This is an optimization exercise on Yosys and OpenROAD, whose aim is small area, a short achievable clock period and few clock cycles per item, not a production implementation.
No run shown here included a check of the RTL's function; only the layout flow was run.

==> flow/design.v, too long to show whole: its modules and the start of the top module <==
// module sa_coef_rom: 43 lines
// module sa_transform: 151 lines
// module sa_lane: 120 lines
// module sa_sqsum: 403 lines
module sa_transform (
    input  wire        clk,
    input  wire        rst,           
    input  wire        in_valid,
    output wire        in_ready,
    input  wire [7:0]  in_sample,     
    output wire        out_valid,
    input  wire        out_ready,
    output wire [2:0]  out_bar,
    output wire [33:0] out_mag
);
  // ...
==> flow/run.sh <==
#!/bin/bash
# synth_recipe.tcl (not shown) runs the flow's synth.tcl, then flattens the netlist and writes it again
# the make line also repeats each setting of config.mk as NAME=value (left out here)
make -C /OpenROAD-flow-scripts/flow DESIGN_CONFIG=/design/flow/config.mk WORK_HOME=/design/flow/orfs CLKGATE_MAP_FILE= SYNTH_SCRIPT=/design/flow/synth_recipe.tcl finish
==> flow/config.mk <==
export PLATFORM = sky130hd
export DESIGN_NAME = sa_transform
export DESIGN_NICKNAME = sa_transform
export VERILOG_FILES = /design/flow/design.v
export SDC_FILE = /design/flow/constraint.sdc
export NUM_CORES = 4
export LEC_CHECK = 0
export CAP_MARGIN = 20
export CORE_MARGIN = 2
export CORE_UTILIZATION = 40
export PLACE_DENSITY = 0.6
export SLEW_MARGIN = 20
export SYNTH_MEMORY_MAX_BITS = 16384
==> flow/constraint.sdc <==
create_clock -name core_clock -period 10.0 [get_ports {clk}]
set_input_delay 2.0000 -clock core_clock [delete_from_list [all_inputs] [get_ports {clk}]]
set_output_delay 2.0000 -clock core_clock [all_outputs]
set_load 0.01 [all_outputs]
==> results_dict.tcl, run 1 <==
set metrics [dict create \
    postCtsHoldBufs 0 \
    grt_pass1_vias 62150 \
    routed-wl-met3_mm 29.64 \
    rrSetupSlack_ns 3.78 \
    p_sw_w 0.006217 \
    initial_utilization_pct 40.17 \
    worst_slew_margin_rel_pct 25.90 \
    sh_seq_area_pct 27.98 \
    synth_top_family_by_area "adder cells" \
    gp_congestion 0.9796 \
    cts_max_level 3 \
    p_int_w 0.01043 \
    clk-power_w 0.00469 \
    status "finished clean" \
    min_path_cells 0 \
    period_needed_ns 6.217 \
    synth_compound_area_share_pct 15.14 \
    avgSynthCellArea_sq_um 9.241 \
    rsz0062_at_grt "no" \
    ir_drop_uv 173.5 \
    die_area_sq_mm 0.1963 \
    fin_hold_ws_ns 0.4213 \
    synth_most_common_cell "nand2_1" \
    yosys_warnings 3 \
    regMostFlops "creg" \
    setup_viol 0 \
    rows 161 \
    cts_buffers 120 \
    synth.area.top_cells "dfxtp_1 (21%), fa_1 (21%), edfxtp_1 (9.0%)" \
    ctsRootBufferMaster "clkbuf_16" \
    antenna_found_initial 16 \
    fmax_mhz 160.8 \
    io_buffers 47 \
    tritoncts "done" \
    flops_and_latches 1051 \
    inv_count 780 \
    die-height_um 443.1 \
    synthArstFlopShare_pct 0 \
    grt_use_met3_pct 6.719 \
    clkLatencyLatePin_ns 0.80 \
]
==> run 2: changes to the inputs <==
--- a/flow/config.mk
+++ b/flow/config.mk
@@ -7,7 +7,6 @@
 export LEC_CHECK = 0
 export CAP_MARGIN = 20
 export CORE_MARGIN = 2
-export CORE_UTILIZATION = 40
-export PLACE_DENSITY = 0.6
+export CORE_UTILIZATION = 55
+export PLACE_DENSITY = 0.7
 export SLEW_MARGIN = 20
-export SYNTH_MEMORY_MAX_BITS = 16384
==> results_dict.tcl, run 2 <==
set metrics [dict create \
    yosys_warnings 3 \
    stop_stage "1_2_yosys" \
    status "did not finish" \
    firstError "ERROR: TCL interpreter returned an error: Source files actually used in the design:" \
]

==> afterwards: timing with drivers on the ports <==
In the flow no input, the clock included, has a driving cell. The finished layout below was timed again as built, in two steps.
Step 1 assumes that a clkbuf_16 drives the clock port and a buf_2 every other input.
Step 2 adds t to the input delays and takes it off the output delays; t is the mean of the earliest and latest rising clock arrival at the registers after step 1. Input paths then give back, and output paths get back, about the clock's delay inside the block.
a / b / c = ideal ports / drivers / drivers and shift; a / b = the first two.
run: run 1
t, ns: 0.857
setup slack, ns: 3.783 / 3.783 / 3.783
worst setup path at the end: register to register
worst register clock-pin slew, ns: 0.07 / 0.07
After both steps run 1 still meets setup and hold. For run 1, drivers alone change the setup slack by 0.000 ns; drivers and shift together by 0.000 ns.
